Background: an optimization exercise with open tools, aiming at small area. Do not read the settings as production practice.

==> run a <==
==> flow/design.v <==
module bcd_add12 (
    input  wire [47:0] x,
    input  wire [47:0] y,
    input  wire        cin,
    output reg  [47:0] s,
    output reg         cout
);
    integer i;
    reg [4:0] d;
    reg       c;
    always @* begin
        c = cin;
        s = 48'd0;
        for (i = 0; i < 12; i = i + 1) begin
            d = {1'b0, x[4*i +: 4]} + {1'b0, y[4*i +: 4]} + {4'd0, c};
            if (d > 5'd9) begin
                d = d + 5'd6;
                c = 1'b1;
            end else begin
                c = 1'b0;
            end
            s[4*i +: 4] = d[3:0];
        end
        cout = c;
    end
endmodule
module hp_emc (
    input  wire        clk,
    input  wire        rst,
    input  wire        start,
    input  wire [15:0] ir,
    input  wire [15:0] a_in,
    input  wire [15:0] b_in,
    input  wire [15:0] se_in,
    input  wire        dc_in,
    input  wire [47:0] ar1_in,
    input  wire [47:0] ar2_in,
    output wire        ready,
    output wire        done,
    output wire [1:0]  fail,
    output wire [15:0] a_out,
    output wire [15:0] b_out,
    output wire [15:0] se_out,
    output wire        dc_out,
    output wire [47:0] ar1_out,
    output wire [47:0] ar2_out
);
    localparam [3:0] O_MWA = 4'b0000, O_CMY = 4'b0001, O_NRM = 4'b0010,
                     O_CMX = 4'b0011, O_FXA = 4'b0100, O_OTH = 4'b0101,
                     O_CDC = 4'b0110, O_FMP = 4'b1000, O_FDV = 4'b1001,
                     O_MPY = 4'b1010, O_MRX = 4'b1100, O_DRS = 4'b1101,
                     O_MRY = 4'b1110, O_MLY = 4'b1111;
    localparam [2:0] S_IDLE = 3'd0, S_CHK = 3'd1, S_MAIN = 3'd2, S_WB = 3'd3,
                     S_DONE = 3'd4, S_CLR = 3'd5;
    reg [47:0] r1, r2;
    reg [15:0] ra, rb, rs, rx;
    reg        dc;
    reg [2:0]  st;
    reg [3:0]  ph;       
    reg [4:0]  cnt;      
    reg [3:0]  op;
    reg        t;        
    reg        c;        
    reg        f1, f2;   
    reg [3:0]  dly;      
    assign a_out   = ra;
    assign b_out   = rb;
    assign se_out  = rs;
    assign dc_out  = dc;
    assign ar1_out = r1;
    assign ar2_out = r2;
    wire ph0  = (ph == 4'd0);
    wire ph11 = (ph == 4'd11);
    wire lo4  = (ph[3:2] == 2'b00);
    wire mid4 = (ph[3:2] == 2'b01);
    assign ready = (st == S_IDLE);
    assign done  = st[2] & ~st[0] & ph0;
    wire   clr   = st[2];
    wire   ld    = ready & start;
    wire g     = ir[11];
    wire cmn   = (ir[15:12] == 4'b0111) & ~ir[10] & ir[9] & ~ir[4];
    wire ok0   = (ir[8] == (ir[6] & ~ir[5])) & ~(ir[7] & ir[5]) & (ir[3:0] == 4'd0);
    wire ok1   = (ir[8] ? (~ir[7] | (~ir[6] & ~ir[5])) : (~ir[7] & ~ir[6])) &
                 (ir[3:1] == {3{ir[7]}}) & (ir[0] == (ir[5] | ir[7]));
    wire valid = cmn & (g ? ok1 : ok0);
    wire [3:0] op_in = valid ? {g, g ? (ir[8] & ~ir[7]) : ir[7], ir[6] | (g & ir[7]), ir[5]}
                             : O_OTH;
    wire oMWA = (op == O_MWA), oCMY = (op == O_CMY), oCMX = (op == O_CMX),
         oFXA = (op == O_FXA), oNRM = (op == O_NRM),
         oFMP = (op == O_FMP), oFDV = (op == O_FDV), oMRX = (op == O_MRX),
         oDRS = (op == O_DRS), oMRY = (op == O_MRY), oMLY = (op == O_MLY),
         oOTH = (op == O_OTH);
    wire oCDC = ~op[3] & op[2] & op[1];
    wire oMPY = op[3] & ~op[2] & op[1];
    wire sCHK = ~st[2] & ~st[1] & st[0], sMAIN = st[1] & ~st[0], sWB = st[1] & st[0];
    wire [3:0] t1 = r1[3:0], t2 = r2[3:0], tA = ra[3:0], tB = rb[3:0],
               tS = rs[3:0], tX = rx[3:0];
    wire isADD = sMAIN & (oFXA | oMWA | oFMP | oFDV);
    wire isCM  = sMAIN & (oCMX | oCMY);
    wire isSHL = sMAIN & (oNRM | oMLY);
    wire isSHR = sMAIN & (oMRX | oMRY | oDRS);
    wire isMUL = sMAIN & oMPY;
    wire last  = cnt[4];      
    reg [3:0] xs, x, y;
    always @* begin
        xs = ((isCM & oCMX) | (isSHR & ~oMRY)) ? t1 : t2;
        if (isCM)
            x = {~(xs[3] | xs[2] | xs[1]), xs[2] ^ xs[1], xs[1], ~xs[0]};   
        else if (isMUL)
            x = t ? (tX ^ {4{last}}) : 4'd0;
        else
            x = xs;
        if (isADD & ~oMWA)
            y = t1;
        else if ((isADD & lo4) | isMUL)
            y = tB;
        else
            y = 4'd0;
    end
    wire       cin0 = isCM | ((cnt == 5'd0) & dc);
    wire       cin  = ph0 ? cin0 : c;
    wire [4:0] sum5 = {1'b0, x} + {1'b0, y} + {4'd0, cin};
    wire       dec  = ~isMUL;
    wire       gt9  = sum5[4] | (sum5[3] & (sum5[2] | sum5[1]));
    wire [3:0] res  = (dec & gt9) ? (sum5[3:0] + 4'd6) : sum5[3:0];
    wire       co   = dec ? gt9 : sum5[4];
    wire ml = (ph == 4'd3) ? (rb[4] ^ (t & rx[4])) : ra[4];
    wire mh = (ph == 4'd7) ? (x[3] ^ y[3] ^ co) : (rb[4] ^ (t & (rx[4] ^ last)) ^ co);
    wire [3:0] stuff = ((cnt == 5'd1) & ~oDRS) ? ra[7:4] : 4'd0;  
    wire       wrAS  = oMLY | oDRS | ((oMRX | oMRY) & (cnt != 5'd0));
    wire       pre   = sCHK & oMPY & lo4;
    reg [3:0] e1, e2, eA, eB, eS, eX;
    always @* begin
        e1 = t1;
        if (isCM & oCMX)                 e1 = res;
        else if (isSHR & (oMRX | oDRS))  e1 = ph11 ? stuff : r1[7:4];
        e2 = t2;
        if (isADD | (isCM & oCMY))       e2 = res;
        else if (isSHL)                  e2 = dly;
        else if (isSHR & oMRY)           e2 = ph11 ? stuff : r2[7:4];
        eA = tA;
        if (isMUL & lo4)            eA = {ml, tA[3:1]};
        else if (sWB & lo4 & (oFMP | wrAS)) eA = ph0 ? dly : 4'd0;
        eB = tB;
        if (pre)                         eB = 4'd0;
        else if (isMUL & mid4)           eB = {mh, res[3:1]};
        else if (sWB & lo4 & (oNRM | oFDV))
            eB = ph0 ? cnt[3:0] : ((ph == 4'd1) ? {3'd0, cnt[4]} : 4'd0);
        eS = tS;
        if (sWB & lo4 & wrAS)            eS = ph0 ? dly : 4'd0;
        eX = pre ? tB : tX;
        if (clr) begin
            e1 = 4'd0; e2 = 4'd0; eA = 4'd0; eB = 4'd0; eS = 4'd0;
        end
    end
    function bad;
        input [3:0] d;
        bad = d[3] & (d[2] | d[1]);
    endfunction
    wire chk1 = oFXA | oFMP | oFDV | oCMX;
    wire chk2 = oFXA | oFMP | oFDV | oCMY | oMWA;
    wire stf  = oMRX | oMRY | oMLY;
    wire f1n  = f1 | (chk1 & bad(t1)) | (chk2 & bad(t2)) | (oMWA & bad(tB));
    wire f2n  = f2 | (oFDV ? (|t1) : ((ph[1:0] == 2'b00) ? bad(tA) : (|tA)));
    wire failn = f1n | (oFDV & ~f2n) | (stf & f2n);
    assign fail = f1 ? 2'd1 : (oFDV & ~f2) ? 2'd2 : (stf & f2) ? 2'd3 : 2'd0;
    reg more;
    always @* begin
        if (oNRM)                      more = (e2 == 4'd0) & (cnt != 5'd12);
        else if (oFMP | oMRX | oMRY)   more = (cnt[3:0] != rb[7:4]);
        else if (oFDV)                 more = sCHK | (~co & (cnt != 5'd15));
        else if (oMPY)                 more = ~last;
        else                           more = sCHK & ~(oCDC | oOTH);
    end
    always @(posedge clk) begin
        r1 <= ({48{ld}} & ar1_in) | {e1, r1[47:4]};
        r2 <= ({48{ld}} & ar2_in) | {e2, r2[47:4]};
        ra <= ({16{ld}} & a_in)   | {eA, ra[15:4]};
        rb <= ({16{ld}} & b_in)   | {eB, rb[15:4]};
        rs <= ({16{ld}} & se_in)  | {eS, rs[15:4]};
        rx <= {eX, rx[15:4]};
    end
    always @(posedge clk) begin
        c  <= (isMUL & (ph == 4'd3)) ? (t & last) : co;
        ph <= (ph11 | ready | rst) ? 4'd0 : ph + 4'd1;
        if (sCHK) begin
            f1 <= f1n;
            f2 <= f2n;
        end
        if (isSHL | (isSHR & ph0))
            dly <= xs;
        else if (isADD & oFMP & ph11)
            dly <= dly + {3'd0, co};
        else if (sCHK & oMLY & ph11)
            dly <= ra[7:4];      
        if (sMAIN & (oFDV ? (ph11 & ~co) : ph0))
            cnt <= cnt + 5'd1;
        if (isADD & ph11 & (oFXA | oMWA))
            dc <= co;
        else if (sWB & ph0) begin
            if (oNRM)
                dc <= (cnt == 5'd12);
            else if (~(oFXA | oMWA | oMPY | oOTH))
                dc <= 1'b0;
        end
        if (ph11)
            t <= ra[4];      
        if (ph11) begin
            case (st)
                S_CHK:  st <= failn ? S_DONE : more ? S_MAIN : S_WB;
                S_MAIN: st <= more ? S_MAIN : S_WB;
                S_WB:   st <= S_DONE;
                S_DONE: st <= S_IDLE;
                S_CLR:  st <= S_IDLE;
                default: ;
            endcase
        end
        if (ld) begin
            dc  <= dc_in;
            op  <= op_in;
            st  <= S_CHK;
            cnt <= 5'd0;
            f1  <= 1'b0;
            f2  <= 1'b0;
            dly <= 4'd0;
        end
        if (rst)
            st <= S_CLR;
    end
endmodule
==> flow/flow/run.sh <==
#!/bin/bash
# Layout: the standard flow (standard.sh), with
#  - synthesis: the standard script, with an area-oriented ABC mapping and
#    no hard-adder mapping (flow/synth.tcl);
#  - port buffers of the smallest buffer cell;
#  - a clock tree of small buffers without dummy loads;
# and config.mk's settings. Each step's output goes to its own log here.
set -euo pipefail
export FLOW_WORK=$PWD
bash standard.sh SYNTH_SCRIPT=$PWD/flow/synth.tcl ADDER_MAP_FILE= synth > synth.log 2>&1
bash standard.sh "BUFFER_PORTS_ARGS=-buffer_cell sky130_fd_sc_hd__buf_1" \
  "CTS_ARGS=-sink_clustering_enable -repair_clock_nets -sink_clustering_size 24 -buf_list sky130_fd_sc_hd__clkbuf_8 -dont_use_dummy_load" \
  finish > layout.log 2>&1
==> flow/flow/area.abc <==
strash
&get -n
&fraig -x
&put
dc2
strash
&get -n
&dch -f
&nf -a
&put
==> flow/flow/synth.tcl <==
# The standard synthesis (synth_recipe.tcl: ORFS synthesis without the fsm
# and share passes, flattened, function nets renamed), with the technology
# mapping of the logic done by an area-oriented ABC script. Registers are
# mapped by dfflibmap before abc runs and are left as they are.
set my_abc_script [file join [file dirname [file normalize [info script]]] area.abc]
proc abc {args} {
  global my_abc_script
  set i [lsearch $args -script]
  if {$i >= 0} { set args [lreplace $args $i [expr {$i+1}]] }
  set j [lsearch $args -D]
  if {$j >= 0} { set args [lreplace $args $j [expr {$j+1}]] }
  lappend args -script $my_abc_script
  puts "area abc: $args"
  yosys abc {*}$args
}
source $::env(FLOW_WORK)/synth_recipe.tcl
==> flow/standard.sh <==
#!/bin/bash
# synth_recipe.tcl (not shown) runs the flow's synth.tcl, then flattens the netlist and writes it again
# the make line also repeats each setting of config.mk as NAME=value (left out here)
make -C /OpenROAD-flow-scripts/flow DESIGN_CONFIG=/design/flow/config.mk WORK_HOME=/design/flow/orfs CLKGATE_MAP_FILE= SYNTH_SCRIPT=/design/flow/synth_recipe.tcl "${@:-finish}"
==> flow/config.mk <==
export PLATFORM = sky130hd
export DESIGN_NAME = hp_emc
export DESIGN_NICKNAME = hp_emc
export VERILOG_FILES = /design/flow/design.v
export SDC_FILE = /design/flow/constraint.sdc
export NUM_CORES = 4
export LEC_CHECK = 0
export CAP_MARGIN = 20
export CORE_MARGIN = 2
export CORE_UTILIZATION = 78
export PLACE_DENSITY = 0.85
export SLEW_MARGIN = 20
==> flow/constraint.sdc <==
create_clock -name core_clock -period 22.0 [get_ports {clk}]
set_input_delay 4.4000 -clock core_clock [delete_from_list [all_inputs] [get_ports {clk}]]
set_output_delay 4.4000 -clock core_clock [all_outputs]
set_load 0.01 [all_outputs]
==> run b (differences from run a) <==
--- a/flow/design.v
+++ b/flow/design.v
@@ -105,13 +105,9 @@
     always @* begin
-        xs = ((isCM & oCMX) | (isSHR & ~oMRY)) ? t1 : t2;
-        if (isCM)
-            x = {~(xs[3] | xs[2] | xs[1]), xs[2] ^ xs[1], xs[1], ~xs[0]};   
-        else if (isMUL)
-            x = t ? (tX ^ {4{last}}) : 4'd0;
-        else
-            x = xs;
-        if (isADD & ~oMWA)
-            y = t1;
-        else if ((isADD & lo4) | isMUL)
-            y = tB;
+        xs = isMUL ? tB : (isCM & oCMX) ? t1 : t2;
+        x  = isCM ? {~(xs[3] | xs[2] | xs[1]), xs[2] ^ xs[1], xs[1], ~xs[0]}   
+                  : xs;
+        if (isADD)
+            y = oMWA ? (lo4 ? tB : 4'd0) : t1;
+        else if (isMUL & t)
+            y = tX ^ {4{last}};
         else
@@ -189,4 +185,6 @@
         end
-        if (isSHL | (isSHR & ph0))
-            dly <= xs;
+        if (isSHL)
+            dly <= t2;
+        else if (isSHR & ph0)
+            dly <= oMRY ? t2 : t1;
         else if (isADD & oFMP & ph11)
--- a/flow/flow/run.sh
+++ b/flow/flow/run.sh
@@ -11,3 +11,3 @@
 bash standard.sh "BUFFER_PORTS_ARGS=-buffer_cell sky130_fd_sc_hd__buf_1" \
-  "CTS_ARGS=-sink_clustering_enable -repair_clock_nets -sink_clustering_size 24 -buf_list sky130_fd_sc_hd__clkbuf_8 -dont_use_dummy_load" \
+  "CTS_ARGS=-sink_clustering_enable -repair_clock_nets -sink_clustering_size 32 -sink_clustering_max_diameter 200 -buf_list sky130_fd_sc_hd__clkbuf_8 -root_buf sky130_fd_sc_hd__clkbuf_8 -dont_use_dummy_load" \
   finish > layout.log 2>&1
==> flow/flow/area.abc (replaced) <==
strash
&get -n
&fraig -x
&put
scorr
dc2
dretime
strash
&get -n
&dch -f
&nf -a
&put
- CORE_UTILIZATION: 78 -> 65
- PLACE_DENSITY: 0.85 -> 0.75
==> reports/qor.yml <==
synthMuxAreaShare_pct: 1.48
status: "finished clean"
yosys.area.top_type_share_pct: 50.5
syn_inst: 742
syn_nets: 906
yosysSeqAreaShare_pct: 53.1
synth_fa_ha_area_share_pct: 0.282
synth_compound_area_share_pct: 26.9
die_x_um: 108
synthSimpleGateAreaFrac_pct: 14.2
netlist_top_cells_area: "dfxtp_1 (51%), a21o_1 (14%), o21ai_0 (3.9%), nand2_1 (3.8%), a21oi_1 (3.6%)"
The numbers above come from run b.

==> reports/qor.yml <==
lastStage: "global placement"
yosysSeqAreaShare_pct: 53.7
error_line: "[ERROR GPL-0301] Utilization 103.993 % exceeds 100%."
status: "did not finish"
syn_inst: 715
synth_fa_ha_area_share_pct: 0.428
synthMuxAreaShare_pct: 1.21
synth_compound_area_share_pct: 27.5
syn_nets: 879
The numbers above come from run a.

No functional check of the RTL was part of any run of this note.

## afterwards: timing with drivers on the ports
Ports are ideal in the flow. The routed layout listed here was re-timed in OpenROAD. Step 1, drivers: a clkbuf_16 drives clk and a buf_2 each remaining input, both assumed. Step 2 also shifts input and output timing later by t, the mid clock arrival at the registers, as if the neighbouring blocks saw the same clock. Slacks: no drivers / after step 1 / after step 2; pairs: no drivers / after step 1.
run: run b
shift t [ns]: 0.473
setup slack, ns: 15.106 / 15.076 / 15.244
latest minus earliest clock arrival (ns): 0.031 / 0.031
slew at the worst register clock pin (ns): 0.10 / 0.10
cell pins on the clock port's net: 1
After both steps setup and hold are still met in run b. The setup slack of run b moves by -0.030 ns with the drivers and by +0.138 ns with both steps.
